This is an optimization exercise on Yosys and OpenROAD, whose aim is a short achievable clock period and few clock cycles, not a production implementation. The RTL was checked by simulation tests, not by an equivalence proof against the original design. Power is estimated from default activity; no workload was simulated.

==> flow/design.v <==
module tsb_report_engine (
    input  wire       clk,
    input  wire       rst_n,        
    input  wire       fin_valid,
    output wire       fin_ready,
    input  wire [7:0] fin_data,
    input  wire       fin_req,      
    input  wire       fin_err,      
    output wire       out_valid,
    input  wire       out_ready,
    output wire [7:0] out_data,
    output wire       out_last
);
    localparam        NE  = 4;      
    localparam        CW  = 3;      
    localparam        PKT = 35;     
    localparam [15:0] SCAN_STEP = 16'd125;
    localparam [1:0] OUT_FRAME_OK  = 2'd0;
    localparam [1:0] OUT_NOT_READY = 2'd1;
    localparam [1:0] OUT_CORRUPT   = 2'd2;
    localparam [1:0] OUT_BUSFAIL   = 2'd3;
    integer e, s;
    reg        rdy_q;               
    wire       acc = fin_valid && rdy_q;
    reg        x_st;                
    reg  [2:0] x_pos;               
    reg        x_lastrec;           
    reg  [2:0] x_rem;               
    wire       f_body = !fin_err && fin_data[7] && (fin_data[3:0] <= 4'd5) &&
                        (fin_data[2:0] != 3'd0);
    wire       f_fin  = x_st ? !f_body : (x_lastrec && x_pos == 3'd7);
    always @(posedge clk) begin
        if (!rst_n) begin
            x_st <= 1'b1;
        end else if (acc) begin
            if (x_st) begin
                x_st      <= !f_body;
                x_pos     <= 3'd0;
                x_rem     <= fin_data[2:0] - 3'd1;
                x_lastrec <= (fin_data[2:0] == 3'd1);
            end else begin
                x_pos <= x_pos + 3'd1;
                if (x_pos == 3'd7) begin
                    x_st      <= x_lastrec;
                    x_rem     <= x_rem - 3'd1;
                    x_lastrec <= (x_rem == 3'd1);
                end
            end
        end
    end
    reg        in_v;                
    reg  [7:0] in_d;
    reg        in_req, in_err;
    reg        in_st;               
    reg        in_fin;              
    reg  [4:0] in_k;                
    always @(posedge clk) begin
        in_d   <= fin_data;
        in_req <= fin_req;
        in_err <= fin_err;
        in_st  <= x_st;
        in_fin <= f_fin;
        in_k   <= x_st ? 5'd0 : (5'd1 << x_pos);
        if (!rst_n)
            in_v <= 1'b0;
        else
            in_v <= acc;
    end
    reg  [NE-1:0] wp, rp;           
    reg  [CW-1:0] cnt;              
    reg  [4:0]    cur_sel;          
    wire       st_byte  = in_v && in_st;
    wire       commit   = in_v && in_fin;
    wire       hdr_ok   = !in_err && in_d[7] && (in_d[3:0] <= 4'd5);
    wire [1:0] hdr_outc = in_err ? OUT_BUSFAIL :
                          !in_d[7] ? OUT_NOT_READY :
                          (in_d[3:0] > 4'd5) ? OUT_CORRUPT : OUT_FRAME_OK;
    reg  [4:0] id_sel;              
    always @(*) begin
        for (s = 0; s < 5; s = s + 1)
            id_sel[s] = (in_d[3:0] == s);
    end
    always @(posedge clk) begin
        if (in_v && in_k[0])
            cur_sel <= id_sel;
    end
    reg [2*NE-1:0]    ent_outc;
    reg [NE-1:0]      ent_rep;
    reg [3*NE-1:0]    ent_drop;
    reg [3*NE-1:0]    ent_tn;
    reg [5*NE-1:0]    ent_tip;
    reg [80*NE-1:0]   ent_x;        
    reg [80*NE-1:0]   ent_y;
    always @(posedge clk) begin
        for (e = 0; e < NE; e = e + 1) begin
            if (wp[e]) begin
                if (st_byte) begin
                    ent_outc[2*e +: 2] <= hdr_outc;
                    ent_rep[e]         <= in_req && (hdr_outc != OUT_CORRUPT);
                    ent_tn[3*e +: 3]   <= hdr_ok ? in_d[2:0] : 3'd0;
                    ent_drop[3*e +: 3] <= 3'd0;
                    ent_tip[5*e +: 5]  <= 5'd0;
                end
                if (in_v && in_k[0]) begin
                    if (id_sel == 5'd0)
                        ent_drop[3*e +: 3] <= ent_drop[3*e +: 3] + 3'd1;
                    for (s = 0; s < 5; s = s + 1)
                        if (id_sel[s])
                            ent_tip[5*e + s] <= 1'b1;
                end
                for (s = 0; s < 5; s = s + 1) begin
                    if (in_v && cur_sel[s]) begin
                        if (in_k[1]) ent_x[80*e + 16*s +: 8]     <= in_d;
                        if (in_k[2]) ent_x[80*e + 16*s + 8 +: 8] <= in_d;
                        if (in_k[3]) ent_y[80*e + 16*s +: 8]     <= in_d;
                        if (in_k[4]) ent_y[80*e + 16*s + 8 +: 8] <= in_d;
                    end
                end
            end
        end
    end
    reg  [8*PKT-1:0] sb;            
    reg  [PKT-1:0]   sl;            
    reg              sv;            
    reg  [15:0]      scan_nx;       
    reg              ov, kv;        
    reg  [7:0]       od, kd;
    reg              ol, kl;
    wire s_adv = sv && !kv;         
    wire load  = (!sv || (s_adv && sl[0])) && (cnt != {CW{1'b0}});
    reg  [1:0]  h_outc;
    reg         h_rep;
    reg  [2:0]  h_drop, h_tn;
    reg  [4:0]  h_tip;
    reg  [79:0] h_x, h_y;
    always @(*) begin
        h_outc = 2'd0; h_rep = 1'b0; h_drop = 3'd0; h_tn = 3'd0;
        h_tip = 5'd0; h_x = 80'd0; h_y = 80'd0;
        for (e = 0; e < NE; e = e + 1) begin
            h_outc = h_outc | ({2{rp[e]}}  & ent_outc[2*e +: 2]);
            h_rep  = h_rep  | (rp[e]       & ent_rep[e]);
            h_drop = h_drop | ({3{rp[e]}}  & ent_drop[3*e +: 3]);
            h_tn   = h_tn   | ({3{rp[e]}}  & ent_tn[3*e +: 3]);
            h_tip  = h_tip  | ({5{rp[e]}}  & ent_tip[5*e +: 5]);
            h_x    = h_x    | ({80{rp[e]}} & ent_x[80*e +: 80]);
            h_y    = h_y    | ({80{rp[e]}} & ent_y[80*e +: 80]);
        end
    end
    reg [8*PKT-1:0] pkt;
    always @(*) begin
        pkt = {8*PKT{1'b0}};
        pkt[7:0]   = {2'b00, (h_rep ? h_drop : 3'd0), h_rep, h_outc};
        pkt[15:8]  = 8'd1;
        pkt[31:16] = scan_nx;
        pkt[39:32] = {5'd0, h_tn};
        for (s = 0; s < 5; s = s + 1) begin
            pkt[8*(5+6*s) +: 8]  = s;
            pkt[8*(6+6*s) +: 8]  = {7'd0, h_tip[s]};
            pkt[8*(7+6*s) +: 16] = h_tip[s] ? h_x[16*s +: 16] : 16'd0;
            pkt[8*(9+6*s) +: 16] = h_tip[s] ? h_y[16*s +: 16] : 16'd0;
        end
    end
    always @(posedge clk) begin
        if (load) begin
            sb <= pkt;
            sl <= h_rep ? {1'b1, {PKT-1{1'b0}}} : {{PKT-1{1'b0}}, 1'b1};
        end else if (s_adv) begin
            sb <= {8'd0, sb[8*PKT-1:8]};
            sl <= {1'b0, sl[PKT-1:1]};
        end
    end
    always @(posedge clk) begin
        if (!rst_n) begin
            sv      <= 1'b0;
            scan_nx <= SCAN_STEP;
        end else if (load) begin
            sv      <= 1'b1;
            scan_nx <= scan_nx + SCAN_STEP;
        end else if (s_adv && sl[0]) begin
            sv      <= 1'b0;
        end
    end
    wire       o_move = !ov || out_ready;
    wire [7:0] o_nd   = kv ? kd : sb[7:0];
    wire       o_nl   = kv ? kl : sl[0];
    always @(posedge clk) begin
        if (!rst_n) begin
            od <= 8'd0;
            ol <= 1'b0;
            ov <= 1'b0;
            kv <= 1'b0;
        end else begin
            od <= ({8{o_move}} & o_nd) | ({8{!o_move}} & od);
            ol <= (o_move & o_nl) | (!o_move & ol);
            if (o_move) begin
                ov <= kv || s_adv;
                kv <= 1'b0;
            end else if (s_adv) begin
                kv <= 1'b1;
            end
        end
    end
    always @(posedge clk) begin
        if (!o_move && s_adv) begin
            kd <= sb[7:0];
            kl <= sl[0];
        end
    end
    wire [CW-1:0] cnt_nx = cnt + {{CW-1{1'b0}}, commit} - {{CW-1{1'b0}}, load};
    wire          nx_full = (cnt_nx == NE);       
    wire          nx_high = (cnt_nx >= NE-1);     
    always @(posedge clk) begin
        if (!rst_n) begin
            wp    <= {{NE-1{1'b0}}, 1'b1};
            rp    <= {{NE-1{1'b0}}, 1'b1};
            cnt   <= {CW{1'b0}};
            rdy_q <= 1'b1;
        end else begin
            if (commit) wp <= {wp[NE-2:0], wp[NE-1]};
            if (load)   rp <= {rp[NE-2:0], rp[NE-1]};
            cnt   <= cnt_nx;
            rdy_q <= acc ? !(f_fin && nx_high) : !(x_st && nx_full);
        end
    end
    assign fin_ready = rdy_q;
    assign out_valid = ov;
    assign out_data  = od;
    assign out_last  = ol;
endmodule
==> flow/run.sh <==
#!/bin/bash
# synth_recipe.tcl (not shown) runs the flow's synth.tcl, then flattens the netlist and writes it again
# the make line also repeats each setting of config.mk as NAME=value (left out here)
make -C /OpenROAD-flow-scripts/flow DESIGN_CONFIG=/design/flow/config.mk WORK_HOME=/design/flow/orfs CLKGATE_MAP_FILE= SYNTH_SCRIPT=/design/flow/synth_recipe.tcl finish
==> flow/config.mk <==
export PLATFORM = sky130hd
export DESIGN_NAME = tsb_report_engine
export DESIGN_NICKNAME = tsb_report_engine
export VERILOG_FILES = /design/flow/design.v
export SDC_FILE = /design/flow/constraint.sdc
export NUM_CORES = 4
export LEC_CHECK = 0
export ABC_CLOCK_PERIOD_IN_PS = 2000
export CAP_MARGIN = 20
export CORE_MARGIN = 2
export CORE_UTILIZATION = 40
export SETUP_SLACK_MARGIN = 5
export SLEW_MARGIN = 20
export TNS_END_PERCENT = 100
==> flow/constraint.sdc <==
create_clock -name core_clock -period 7.5 [get_ports {clk}]
set_input_delay 1.5000 -clock core_clock [delete_from_list [all_inputs] [get_ports {clk}]]
set_output_delay 1.5000 -clock core_clock [all_outputs]
set_load 0.01 [all_outputs]
==> metrics.md <==
| Metric | Value |
|---|---|
| Status | `complete, no violations` |
| Commonest cells after routing, fill and taps aside | `942 x sky130_fd_sc_hd__edfxtp_1, 431 x sky130_fd_sc_hd__nand2_1, 160 x sky130_fd_sc_hd__a22o_1, 157 x sky130_fd_sc_hd__a221oi_1, 123 x sky130_fd_sc_hd__dfxtp_1` |
| Diodes inserted | `0` |
| First-pass detailed-route iteration total | `9` |
| Number of hold violations in the final report | `0` |
| Worst Hold Class | `reg -> reg` |
| TritonCTS buffer count | `between 100 and 150` |
| Sequential cell area | `~31,000 um2` |
| Primary flip-flop cell chosen by synthesis mapping | `sky130_fd_sc_hd__edfxtp_1` |
| Area occupied by multi-input gates | `8610 um2` |
| Critical path origin | `ov` |
| Clock share of power | `29.5%` |
| Chip width | `roughly 320 um` |
| Library cell used as clock root buffer | `sky130_fd_sc_hd__clkbuf_16` |
| Maximum frequency from static timing analysis | `around 380 MHz` |
| Synthesis-to-finish area growth | `14.1%` |
| VDD IR max | `0.246 mV` |
| Share of the clock period used by the worst path | `roughly a third` |
| First-pass GRT wire length | `140,000 um` |
| Area of the die | `103,000 um2` |
| Maximum number of pins on one net before global-route repair | `roughly 180` |
| Maximum buffer depth of the clock tree | `3` |
| Worst path top cell family by delay | `flip-flops` |
| Worst setup SP type | `flip-flop` |
| GRT Util Overall | `17.8%` |
| Internal power | `11,800 uW` |
| DRC violations left | `0` |
| Antenna violations before repair | `1` |
| Clock transition at path regs | `0.06 ns` |
| Cell taking the most area after synthesis | `sky130_fd_sc_hd__edfxtp_1` |
| Clk sink count | `1,091` |
| Number of flops mapped to enable cells by yosys | `942` |
| Sum of overflow across all layers after global routing | `0` |
| Average footprint of a synthesized cell | `14.9 um2` |
| Cell with the biggest individual delay on the critical path | `sky130_fd_sc_hd__dfxtp_2` |
| Final total negative setup slack | `0 ns` |
| PwrDens | `371 nW/um2` |
| Starting density of the core | `around 40%` |
| GPL Wtd Cong | `0.793` |
| Beginning of the worst hold path | `sb[46]` |
| Launch point of the worst reg-to-reg path | `wp[3]` |
| Required time of the critical path | `6.00 ns` |
| TritonCTS clock tree | `built` |
| Critical path class | `reg -> out` |
| Leakage dissipation | `0.0150 uW` |
| Number of H-tree levels | `3` |
| Critical Path End Type | `output port` |
| Worst Clk Skew | `0.0419 ns` |
| Min Tclk post-route | `2.63 ns` |
| Later-pin clock latency in the skew report | `approximately 0.69 ns` |
| Switching Fraction | `a little under a third` |
| PortBufs | `24` |
| Power spent charging and discharging nets | `5200 uW` |
| Fraction of power consumed by sequential logic | `between 40% and 50%` |
| Combinational Power Share | `22.0%` |
| Number of nets still failing antenna checks after routing | `0` |
| Setup-violating endpoint count in the final report | `0` |
| Die outline height | `321 um` |
| Most common library cell in the layout ignoring fill and taps | `sky130_fd_sc_hd__edfxtp_1` |
| Via count of the first global-routing pass | `23.2k` |
| Stage delay of the slowest cell on the critical path | `0.33 ns` |
| Post-route core utilization | `between 40% and 50%` |
| RSZ-0062 raised after global routing | `true` |
| Number of ports placed on the die boundary | `25` |
| Largest cells by area after synthesis | `sky130_fd_sc_hd__edfxtp_1 70%, sky130_fd_sc_hd__dfxtp_1 7.4%, sky130_fd_sc_hd__nand2_1 4.1%, sky130_fd_sc_hd__a22o_1 3.5%, sky130_fd_sc_hd__a221oi_1 3.4%` |
| Post-synth top area share | `70.4%` |
| DPL Wire Length | `50,900 um` |
| Count of state elements after synthesis | `1,091` |
| Detailed Route Iter0 Violations | `2,410` |
| Worst EP arrival | `1.13 ns` |
| Fraction of final layout cells sized beyond drive strength 1 | `12.6%` |
| Via count | `between 20k and 25k` |
| Syn nets | `2,732` |
| Final-layout fill cell count | `8,528` |
| Critical path buffer and inverter count | `1` |
| Max transition margin | `26.8%` |
| Maximum capacitance violations | `0` |
| Detailed-route wire length | `95,100 um` |
| Slew Viols, Final | `0` |
| Routed wire per std cell | `23.2 um` |
| Total standard cell area after synthesis | `40,200 um2` |
| Share of synthesized area occupied by flip-flops and latches | `around 80%` |
| Total number of nets in the final design | `approximately 2.7k` |
| Crit path max fanout | `2` |
| Placeable Area | `~100,000 um2` |
| Synth warn | `1` |
| Cells after Synth | `2,703` |
| Slew at the pin closest to its max-slew limit | `about 1.1 ns` |
| Drt via density | `between 5 and 6` |
| Share of flip-flops with an asynchronous set or reset after synthesis | `0%` |
| Ordered list of cells on the worst path | `buf_6` |
| FP Rows | `roughly 120` |
| Synth unique cells | `50` |
==> synthesized netlist by cell type (all sizes together) (7+ instances only) <==
cell and count:
edfxtp 942, nand2 443, o21ai 174, a22o 160, a221oi 157, dfxtp 149, clkbuf 137, a21oi 115
nor2 110, nand3 53, buf 37, and2 36, a22oi 34, a21o 22, inv 17, ha 14
a211oi 11, mux2i 10, or3 10, xnor2 10, nand3b 8, and3 7
==> power groups by stage <==
stage	clock network (uW)	registers, uW	logic, uW
after floorplan	0	8180	2370
after global placement	0	8390	3150
after detailed placement	0	8410	3240
after CTS	5100	8260	3540
after global routing	5330	8320	4100
final	5020	8250	3750
==> cells by family (layout without fill, tap and decap cells) <==
| kind of cell | count (synthesis) | count (layout) | share of synthesized area [%] |
|---|---|---|---|
| multiplexers | 10 | 10 | 0.249 |
| buffers and inverters | 192 | 295 | 1.87 |
| AO/OA/AOI/OAI | 686 | 688 | 12.1 |
| XOR/XNOR | 12 | 12 | 0.261 |
| AND/OR/NAND/NOR | 697 | 699 | 7.29 |
| adder cells (fa/ha/maj) | 15 | 15 | 0.485 |
| flip-flops | 1091 | 1091 | 77.8 |
==> area by class of cell <==
cell class                 instances  share of cell area, %
inverter                          18                  0.186
multi-input combinational       1424                   18.8
tap                             1298                   3.54
timing repair buffer              78                   2.01
sequential                      1091                   68.3
clock buffer                     152                   6.49
clock inverter                    47                  0.674
==> worst paths after layout <==
path | slack [ns] | endpoint | cells past startpoint
worst min-delay path | 0.45 | sb[38] | 2
worst min register to register | 0.45 | sb[38] | 2
worst max-delay path | 4.87 | out_valid | 1
worst max register to register | 4.94 | ent_x[291] | 2
==> repair_timing <==
action	CTS	global route
pin swaps	3	3
gates cloned	5	5
resized for setup	160	42
setup endpoints to repair	1100	509
hold buffers	0	0
buffers inserted	10	12
==> metal layers <==
metal  GRT usage [%]  vias up  share of wire, %
met5               0        -                 0
met4            6.75        0               3.2
met3            3.42      171               6.3
met2            29.8      749                49
met1            23.1    11834                42
li1                -    10417                 -
==> state kept, by name, indices dropped and copies added, names as in the netlist, 3 cells and up, named ones only <==
signal and count:
ent_rep 4, ent_outc 8, kd 8, scan_nx 16, ent_y 320, x_pos 3
ent_drop 12, sl 35, ent_tip 20, sb 280, ent_x 320, x_rem 3
cur_sel 5, cnt 3, rp 4, wp 4, in_k 5, ent_tn 12
in_d 8
==> through the flow <==
step / hold WS [ns] / area [um2] / total power (uW) / instances / setup slack (ns)
3_3_place_gp: 0.438 / 41700 / 11500 / 3875 / 3.70
2_1_floorplan: 0.406 / 40300 / 10500 / 2703 / 4.95
5_1_grt: 0.468 / 45900 / 17800 / 4108 / 4.81
4_1_cts: 0.452 / 45500 / 16900 / 4090 / 4.82
6_report: 0.452 / 45900 / 17000 / 4108 / 4.87
3_5_place_dp: 0.445 / 41700 / 11600 / 3876 / 3.52
==> worst reg2reg max path, cell delays in order (launching register included) <==
cell	delay, ns
sky130_fd_sc_hd__dfxtp_1	0.82
sky130_fd_sc_hd__nand2_1	0.64
sky130_fd_sc_hd__nor2_1	0.75
Testbench counts, summed over its fixed seeds: cycles 141,887.

-- what the ideal ports hide --
The flow's constraints put no driver on any port. The routed layout listed below was extracted and timed again, unchanged, in two steps. Step 1, drivers: a clkbuf_16 drives clk and a buf_2 each remaining input, both assumed. Step 2 times the ports against the registers' clock, not the clock port: input delays grow and output delays shrink by t, the midpoint of the rising clock arrivals with the driver on. Three values: ideal, step 1, step 2; two values: the first two.
shift t [ns]: 0.742
slack for setup (ns): 4.870 / 4.801 / 4.404
hold slack, ns: 0.452 / 0.452 / 0.452
worst setup path at the end: input to register
pins driven straight from the clock port: 1
After both steps setup and hold are still met in this run. The setup slack of this run moves by -0.069 ns with the drivers and by -0.466 ns with both steps.
